Background: an optimization exercise with open tools, aiming at small area, a short achievable clock period and few clock cycles. Do not read the settings as production practice.
RTL that was checked went through simulation tests only; none was proved equivalent to the original.
No activity file was given, so power comes from the tool's default toggle rates.

// npk_preview
module npk_preview (
    input  wire        clk,
    input  wire        rst,
    input  wire        start,
    input  wire [2:0]  start_frames,     
    input  wire [16:0] start_out,        
    output wire        ready,
    input  wire        ld_valid,
    input  wire [7:0]  ld_data,
    output wire        ld_ready,
    output wire        out_valid,
    output wire [7:0]  out_data,
    input  wire        out_ready,
    output wire        done
);
Size: about 1,000 cells after synthesis, about 600 flip-flops, ~16,000 sq um of cells after synthesis.
==> module npk_preview, before the edit <==
module npk_preview (
    input  wire        clk,
    input  wire        rst,
    input  wire        start,
    input  wire [2:0]  start_frames,     
    input  wire [16:0] start_out,        
    output wire        ready,
    input  wire        ld_valid,
    input  wire [7:0]  ld_data,
    output wire        ld_ready,
    output wire        out_valid,
    output wire [7:0]  out_data,
    input  wire        out_ready,
    output wire        done
);
    reg        ready_q, idle_n;      
    reg        done_q;
    reg        load_r;               
    reg        emit_r;               
    reg        ldr_q, ldr_n;         
    reg [2:0]  frames;
    reg [16:0] outn;                 
    reg [5:0]  lcnt;                 
    reg [5:0]  pos;                  
    wire idle    = ~idle_n;
    wire ldr     = ~ldr_n;
    wire take    = ldr & ld_valid;
    wire go      = idle & start;
    wire lastld  = (lcnt[3:0] == 4'hf) & (lcnt[5:4] == frames[1:0] - 2'd1);
    wire out0    = &outn;            
    wire ldend   = take & lastld;
    reg [7:0]  ring [0:63];
    integer k;
    always @(posedge clk) begin
        ring[0] <= ldr ? ld_data : ring[63];
        for (k = 1; k < 64; k = k + 1)
            ring[k] <= ring[k-1];
    end
    wire [7:0] tap = ring[{pos[5:3], 3'b111}];
    reg [17:0] e;                    
    reg [7:0]  jj;                   
    reg [1:0]  ahead;                
    reg        fpar;                 
    reg [7:0]  bb0, bb1;             
    wire       eneg   = e[17];
    wire       jfst   = (jj[4:0] == 5'd0);
    wire       jend   = jfst & (jj[7:5] == frames);
    wire       have   = (ahead != 2'd0);
    reg        ov_q, ovn;            
    reg [4:0]  od;
    wire oready   = ovn | out_ready;                 
    wire emit_pre = emit_r & eneg & (have | jfst) & ~jend;
    wire settle   = emit_r & ~eneg & (~jj[0] | have);
    wire [12:0] xh   = e[17:5] + {10'd0, frames};
    wire [17:0] x    = {xh, e[4:0]};
    wire        xge  = ~xh[12];
    wire [7:0]  s    = load_r ? {frames, 5'd0} : (eneg ? x[7:0] : e[7:0]);
    wire [17:0] y    = {10'd0, s} + {1'b1, outn} + 18'd1;
    wire [17:0] e_em = xge ? y : x;                  
    wire [17:0] e_st = (settle | load_r) ? y : e;    
    wire        fetch = emit_r & (pos[2:0] == 3'b111) & (ahead != 2'd2);
    wire [7:0] cb   = jj[1] ? bb1 : bb0;
    wire [3:0] nib  = jj[0] ? cb[3:0] : cb[7:4];
    wire [4:0] val  = jfst ? 5'b01111 : {nib, 1'b0};
    wire jinc_st = settle;
    wire jinc_em = emit_pre & xge;
    wire [7:0] jj1 = jj + 8'd1;
    wire [1:0] ah_f = ahead + {1'b0, fetch};
    wire [1:0] ah_fb = ah_f - 2'd1;
    always @(posedge clk) begin
        if (idle) begin
            frames <= start_frames;
            outn   <= ~start_out;
        end
        if (idle) begin
            lcnt <= 6'd0;
            pos  <= 6'd0;
        end else if (load_r) begin
            lcnt <= lcnt + {5'd0, take};
            if (ldend)
                pos <= lcnt;             
            else if (!take)
                pos <= pos + 6'd1;
        end else if (!fetch) begin
            pos <= pos + 6'd1;
        end
        if (load_r) begin
            jj    <= 8'd0;
            ahead <= 2'd0;
            fpar  <= 1'b0;
        end else begin
            if (jinc_st | (jinc_em & oready)) jj <= jj1;
            ahead <= ((jinc_st | (jinc_em & oready)) & jj[0]) ? ah_fb : ah_f;
            if (fetch) begin
                fpar <= ~fpar;
                if (fpar) bb1 <= tap; else bb0 <= tap;
            end
        end
        e <= (emit_pre & oready) ? e_em : e_st;
        if (ldend & load_r)
            od <= 5'b01111;
        else if (oready)
            od <= val;
        if (rst) begin
            ready_q <= 1'b1;
            idle_n  <= 1'b0;
            done_q  <= 1'b0;
            load_r  <= 1'b0;
            emit_r  <= 1'b0;
            ldr_q   <= 1'b0;
            ldr_n   <= 1'b1;
            ov_q    <= 1'b0;
            ovn     <= 1'b1;
        end else begin
            if (ldend & load_r) begin
                ov_q <= ~out0;
                ovn  <= out0;
            end else if (oready) begin
                ov_q <= emit_pre;
                ovn  <= ~emit_pre;
            end
            if (go) begin
                ready_q <= 1'b0;
                idle_n  <= 1'b1;
                done_q  <= (start_frames == 3'd0);
                load_r  <= (start_frames != 3'd0);
                ldr_q   <= (start_frames != 3'd0);
                ldr_n   <= (start_frames == 3'd0);
                emit_r  <= 1'b0;
            end else if (load_r) begin
                if (ldend) begin
                    load_r <= 1'b0;
                    ldr_q  <= 1'b0;
                    ldr_n  <= 1'b1;
                    emit_r <= ~out0;
                    done_q <= out0;
                end else begin
                    ldr_q <= ldr ? take : (pos == 6'd63);
                    ldr_n <= ldr ? ~take : (pos != 6'd63);
                end
            end else if (emit_r) begin
                if (jend & oready) begin
                    emit_r <= 1'b0;
                    done_q <= 1'b1;
                end
            end else if (idle_n) begin
                ready_q <= 1'b1;
                idle_n  <= 1'b0;
                done_q  <= 1'b0;
            end
        end
    end
    assign ready     = ready_q;
    assign done      = done_q;
    assign ld_ready  = ldr_q;
    assign out_valid = ov_q;
    assign out_data  = {od, 3'b000};
endmodule
Settings: LEC_CHECK=0, CAP_MARGIN=20, CORE_MARGIN=2, CORE_UTILIZATION=40, SLEW_MARGIN=20; clock period 10.0 ns.
standard.sh (not shown) runs the stock make flow with config.mk's settings and CLKGATE_MAP_FILE= SYNTH_SCRIPT=/design/flow/synth_recipe.tcl, a recipe that flattens the netlist after the stock synthesis.
==> flow/flow/run.sh <==
#!/bin/bash
# Layout flow: the standard ORFS flow (the standard.sh) with tighter
# timing-repair targets, plain buffers on the ports and a leaner clock tree.
export SETUP_SLACK_MARGIN=7
export BUFFER_PORTS_ARGS="-buffer_cell sky130_fd_sc_hd__buf_2"
export CTS_ARGS="-sink_clustering_enable -repair_clock_nets -dont_use_dummy_load -sink_clustering_size 25 -sink_clustering_max_diameter 100 -buf_list {sky130_fd_sc_hd__clkbuf_16}"
bash standard.sh > standard.log 2>&1
Testbench counts at the start, summed over its fixed seeds: cycles 40,390.
Change:
--- a/flow/design.v
+++ b/flow/design.v
@@ -35,9 +35,9 @@
         ring[0] <= ldr ? ld_data : ring[63];
         for (k = 1; k < 64; k = k + 1)
             ring[k] <= ring[k-1];
     end
-    wire [7:0] tap = ring[{pos[5:3], 3'b111}];
+    wire [7:0] tap = ring[{pos[5:4], 4'b1111}];
     reg [17:0] e;                    
     reg [7:0]  jj;                   
     reg [1:0]  ahead;                
     reg        fpar;                 
@@ -57,9 +57,9 @@
     wire [7:0]  s    = load_r ? {frames, 5'd0} : (eneg ? x[7:0] : e[7:0]);
     wire [17:0] y    = {10'd0, s} + {1'b1, outn} + 18'd1;
     wire [17:0] e_em = xge ? y : x;                  
     wire [17:0] e_st = (settle | load_r) ? y : e;    
-    wire        fetch = emit_r & (pos[2:0] == 3'b111) & (ahead != 2'd2);
+    wire        fetch = emit_r & (pos[3:0] == 4'b1111) & (ahead != 2'd2);
     wire [7:0] cb   = jj[1] ? bb1 : bb0;
     wire [3:0] nib  = jj[0] ? cb[3:0] : cb[7:4];
     wire [4:0] val  = jfst ? 5'b01111 : {nib, 1'b0};
     wire jinc_st = settle;
Final area went down by 1.6%.
Combinational power drops by about 14%.
Sequential share of layout area is higher by 1.2 points.
Fmax shrinks by about 0.7%.
Via count shrinks by about 4.4%.
Critical path depth does not change.
No functional check of the RTL was part of the second run of this note.


The RTL this note starts from:
==> flow/design.v <==
module npk_preview (
    input  wire        clk,
    input  wire        rst,
    input  wire        start,
    input  wire [2:0]  start_frames,     
    input  wire [16:0] start_out,        
    output wire        ready,
    input  wire        ld_valid,
    input  wire [7:0]  ld_data,
    output wire        ld_ready,
    output wire        out_valid,
    output wire [7:0]  out_data,
    input  wire        out_ready,
    output wire        done
);
    reg        ready_q, idle_n;      
    reg        done_q;
    reg        load_r;               
    reg        emit_r;               
    reg        ldr_q, ldr_n;         
    reg [2:0]  frames;
    reg [16:0] outn;                 
    reg [5:0]  lcnt;                 
    reg [5:0]  pos;                  
    wire idle    = ~idle_n;
    wire ldr     = ~ldr_n;
    wire take    = ldr & ld_valid;
    wire go      = idle & start;
    wire lastld  = (lcnt[3:0] == 4'hf) & (lcnt[5:4] == frames[1:0] - 2'd1);
    wire out0    = &outn;            
    wire ldend   = take & lastld;
    reg [7:0]  ring [0:63];
    integer k;
    always @(posedge clk) begin
        ring[0] <= ldr ? ld_data : ring[63];
        for (k = 1; k < 64; k = k + 1)
            ring[k] <= ring[k-1];
    end
    wire [7:0] tap = ring[{pos[5:3], 3'b111}];
    reg [17:0] e;                    
    reg [7:0]  jj;                   
    reg [1:0]  ahead;                
    reg [7:0]  bb0, bb1;             
    wire       fpar   = jj[1] ^ ahead[0];    
    wire       eneg   = e[17];
    wire       jfst   = (jj[4:0] == 5'd0);
    wire       jend   = jfst & (jj[7:5] == frames);
    wire       have   = (ahead != 2'd0);
    reg        ov_q, ovn;            
    reg [4:0]  od;
    wire oready   = ovn | out_ready;                 
    wire emit_pre = emit_r & eneg & (have | jfst) & ~jend;
    wire settle   = emit_r & ~eneg & (~jj[0] | have);
    wire [12:0] xh   = e[17:5] + {10'd0, frames};
    wire [17:0] x    = {xh, e[4:0]};
    wire        xge  = ~xh[12];
    wire [7:0]  s    = load_r ? {frames, 5'd0} : (eneg ? x[7:0] : e[7:0]);
    wire [17:0] y    = {10'd0, s} + {1'b1, outn} + 18'd1;
    wire [17:0] e_em = xge ? y : x;                  
    wire [17:0] e_st = (settle | load_r) ? y : e;    
    wire        fetch = emit_r & (pos[2:0] == 3'b111) & (ahead != 2'd2);
    wire [7:0] cb   = jj[1] ? bb1 : bb0;
    wire [3:0] nib  = jj[0] ? cb[3:0] : cb[7:4];
    wire [4:0] val  = jfst ? 5'b01111 : {nib, 1'b0};
    wire jinc_st = settle;
    wire jinc_em = emit_pre & xge;
    wire [7:0] jj1 = jj + 8'd1;
    wire [1:0] ah_f = ahead + {1'b0, fetch};
    wire [1:0] ah_fb = ah_f - 2'd1;
    always @(posedge clk) begin
        if (idle) begin
            frames <= start_frames;
            outn   <= ~start_out;
        end
        if (idle) begin
            lcnt <= 6'd0;
            pos  <= 6'd0;
        end else if (load_r) begin
            lcnt <= lcnt + {5'd0, take};
            if (ldend)
                pos <= lcnt;             
            else if (!take)
                pos <= pos + 6'd1;
        end else if (!fetch) begin
            pos <= pos + 6'd1;
        end
        if (load_r) begin
            jj    <= 8'd0;
            ahead <= 2'd0;
        end else begin
            if (jinc_st | (jinc_em & oready)) jj <= jj1;
            ahead <= ((jinc_st | (jinc_em & oready)) & jj[0]) ? ah_fb : ah_f;
            if (fetch) begin
                if (fpar) bb1 <= tap; else bb0 <= tap;
            end
        end
        e <= (emit_pre & oready) ? e_em : e_st;
        if (ldend & load_r)
            od <= 5'b01111;
        else if (oready)
            od <= val;
        if (rst) begin
            ready_q <= 1'b1;
            idle_n  <= 1'b0;
            done_q  <= 1'b0;
            load_r  <= 1'b0;
            emit_r  <= 1'b0;
            ldr_q   <= 1'b0;
            ldr_n   <= 1'b1;
            ov_q    <= 1'b0;
            ovn     <= 1'b1;
        end else begin
            if (ldend & load_r) begin
                ov_q <= ~out0;
                ovn  <= out0;
            end else if (oready) begin
                ov_q <= emit_pre;
                ovn  <= ~emit_pre;
            end
            if (go) begin
                ready_q <= 1'b0;
                idle_n  <= 1'b1;
                done_q  <= (start_frames == 3'd0);
                load_r  <= (start_frames != 3'd0);
                ldr_q   <= (start_frames != 3'd0);
                ldr_n   <= (start_frames == 3'd0);
                emit_r  <= 1'b0;
            end else if (load_r) begin
                if (ldend) begin
                    load_r <= 1'b0;
                    ldr_q  <= 1'b0;
                    ldr_n  <= 1'b1;
                    emit_r <= ~out0;
                    done_q <= out0;
                end else begin
                    ldr_q <= ldr ? take : (pos == 6'd63);
                    ldr_n <= ldr ? ~take : (pos != 6'd63);
                end
            end else if (emit_r) begin
                if (jend & oready) begin
                    emit_r <= 1'b0;
                    done_q <= 1'b1;
                end
            end else if (idle_n) begin
                ready_q <= 1'b1;
                idle_n  <= 1'b0;
                done_q  <= 1'b0;
            end
        end
    end
    assign ready     = ready_q;
    assign done      = done_q;
    assign ld_ready  = ldr_q;
    assign out_valid = ov_q;
    assign out_data  = {od, 3'b000};
endmodule
clock: 10.0 ns
lec_check: 0
cap_margin: 20
core_margin: 2
core_utilization: 40
slew_margin: 20
Scripts as last shown in full above: flow/flow/run.sh
Testbench counts at the start, summed over its fixed seeds: cycles 40,390.
Then changed:
--- a/flow/design.v
+++ b/flow/design.v
@@ -39,32 +39,33 @@
     wire [7:0] tap = ring[{pos[5:3], 3'b111}];
     reg [17:0] e;                    
     reg [7:0]  jj;                   
     reg [1:0]  ahead;                
+    reg        fpar;                 
     reg [7:0]  bb0, bb1;             
-    wire       fpar   = jj[1] ^ ahead[0];    
     wire       eneg   = e[17];
     wire       jfst   = (jj[4:0] == 5'd0);
     wire       jend   = jfst & (jj[7:5] == frames);
     wire       have   = (ahead != 2'd0);
     reg        ov_q, ovn;            
     reg [4:0]  od;
-    wire oready   = ovn | out_ready;                 
-    wire emit_pre = emit_r & eneg & (have | jfst) & ~jend;
+    reg        sv;
+    reg [4:0]  sd;
+    wire ofree    = ovn | out_ready;                 
+    wire emit     = emit_r & eneg & (have | jfst) & ~jend & ~sv;
     wire settle   = emit_r & ~eneg & (~jj[0] | have);
-    wire [12:0] xh   = e[17:5] + {10'd0, frames};
-    wire [17:0] x    = {xh, e[4:0]};
-    wire        xge  = ~xh[12];
-    wire [7:0]  s    = load_r ? {frames, 5'd0} : (eneg ? x[7:0] : e[7:0]);
+    wire [3:0]  x3   = {1'b0, e[7:5]} + {1'b0, frames};
+    wire        xge  = (&e[17:8]) & x3[3];
+    wire [9:0]  xu   = e[17:8] + {9'd0, x3[3]};
+    wire [17:0] x    = {xu, x3[2:0], e[4:0]};
+    wire [2:0]  s3   = load_r ? frames : (eneg ? x3[2:0] : e[7:5]);
+    wire [7:0]  s    = {s3, (load_r ? 5'd0 : e[4:0])};
     wire [17:0] y    = {10'd0, s} + {1'b1, outn} + 18'd1;
-    wire [17:0] e_em = xge ? y : x;                  
-    wire [17:0] e_st = (settle | load_r) ? y : e;    
     wire        fetch = emit_r & (pos[2:0] == 3'b111) & (ahead != 2'd2);
     wire [7:0] cb   = jj[1] ? bb1 : bb0;
     wire [3:0] nib  = jj[0] ? cb[3:0] : cb[7:4];
     wire [4:0] val  = jfst ? 5'b01111 : {nib, 1'b0};
-    wire jinc_st = settle;
-    wire jinc_em = emit_pre & xge;
+    wire jinc = settle | (emit & xge);
     wire [7:0] jj1 = jj + 8'd1;
     wire [1:0] ah_f = ahead + {1'b0, fetch};
     wire [1:0] ah_fb = ah_f - 2'd1;
     always @(posedge clk) begin
@@ -86,20 +87,27 @@
         end
         if (load_r) begin
             jj    <= 8'd0;
             ahead <= 2'd0;
+            fpar  <= 1'b0;
         end else begin
-            if (jinc_st | (jinc_em & oready)) jj <= jj1;
-            ahead <= ((jinc_st | (jinc_em & oready)) & jj[0]) ? ah_fb : ah_f;
+            if (jinc) jj <= jj1;
+            ahead <= (jinc & jj[0]) ? ah_fb : ah_f;
             if (fetch) begin
+                fpar <= ~fpar;
                 if (fpar) bb1 <= tap; else bb0 <= tap;
             end
         end
-        e <= (emit_pre & oready) ? e_em : e_st;
+        if (load_r | settle | (emit & xge))
+            e <= y;
+        else if (emit)
+            e <= x;
         if (ldend & load_r)
             od <= 5'b01111;
-        else if (oready)
-            od <= val;
+        else if (ofree)
+            od <= sv ? sd : val;
+        if (~ofree & emit)
+            sd <= val;
         if (rst) begin
             ready_q <= 1'b1;
             idle_n  <= 1'b0;
             done_q  <= 1'b0;
@@ -108,16 +116,21 @@
             ldr_q   <= 1'b0;
             ldr_n   <= 1'b1;
             ov_q    <= 1'b0;
             ovn     <= 1'b1;
+            sv      <= 1'b0;
         end else begin
             if (ldend & load_r) begin
                 ov_q <= ~out0;
                 ovn  <= out0;
-            end else if (oready) begin
-                ov_q <= emit_pre;
-                ovn  <= ~emit_pre;
+            end else if (ofree) begin
+                ov_q <= sv | emit;
+                ovn  <= ~(sv | emit);
             end
+            if (ofree)
+                sv <= 1'b0;
+            else if (emit)
+                sv <= 1'b1;
             if (go) begin
                 ready_q <= 1'b0;
                 idle_n  <= 1'b1;
                 done_q  <= (start_frames == 3'd0);
@@ -136,9 +149,9 @@
                     ldr_q <= ldr ? take : (pos == 6'd63);
                     ldr_n <= ldr ? ~take : (pos != 6'd63);
                 end
             end else if (emit_r) begin
-                if (jend & oready) begin
+                if (jend & ~sv & ofree) begin
                     emit_r <= 1'b0;
                     done_q <= 1'b1;
                 end
             end else if (idle_n) begin
Result: Sequential share of layout area decreases by 1.1 points. Worst setup slack is worse by 0.041 ns. Via count went up by 2.9%. Wire length came out higher by 5.0%. Cell count increases by 2.3%. Area after synthesis rose by 2.9%. Die area climbs by 2.8%. First-iteration DRC count is higher by 1.5%.
Function not checked in the second run of this note: the RTL went through the layout flow alone.

-- port drivers added, routing unchanged --
Ports are ideal in the flow. The routed layouts listed here were re-timed in OpenROAD. Step 1 sets driving cells, clkbuf_16 on the clock port and buf_2 on the other inputs (assumed; they add their load-dependent delay and slew). Step 2 adds t to the input delays and takes it off the output delays; t is the mean of the earliest and latest rising clock arrival at the registers after step 1. Input paths then give back, and output paths get back, about the clock's delay inside the block. Slacks: ideal / step 1 / step 2; pairs: ideal / step 1.
run | shift t [ns] | setup slack, ns | worst hold slack (ns)
the first run of note 1 | 0.598 | 6.995 / 6.946 / 6.477 | 0.268 / 0.268 / 0.268
the second run of note 1 | 0.591 | 6.975 / 6.926 / 6.436 | 0.292 / 0.292 / 0.292
the first run of note 2 | 0.591 | 7.012 / 6.966 / 6.481 | 0.281 / 0.281 / 0.281
the second run of note 2 | 0.605 | 6.971 / 6.921 / 6.607 | 0.277 / 0.277 / 0.277
After both steps every run listed still meets setup and hold. The setup slack of the second run of note 1, which loses most, moves by -0.049 ns with the drivers and by -0.539 ns with both steps.
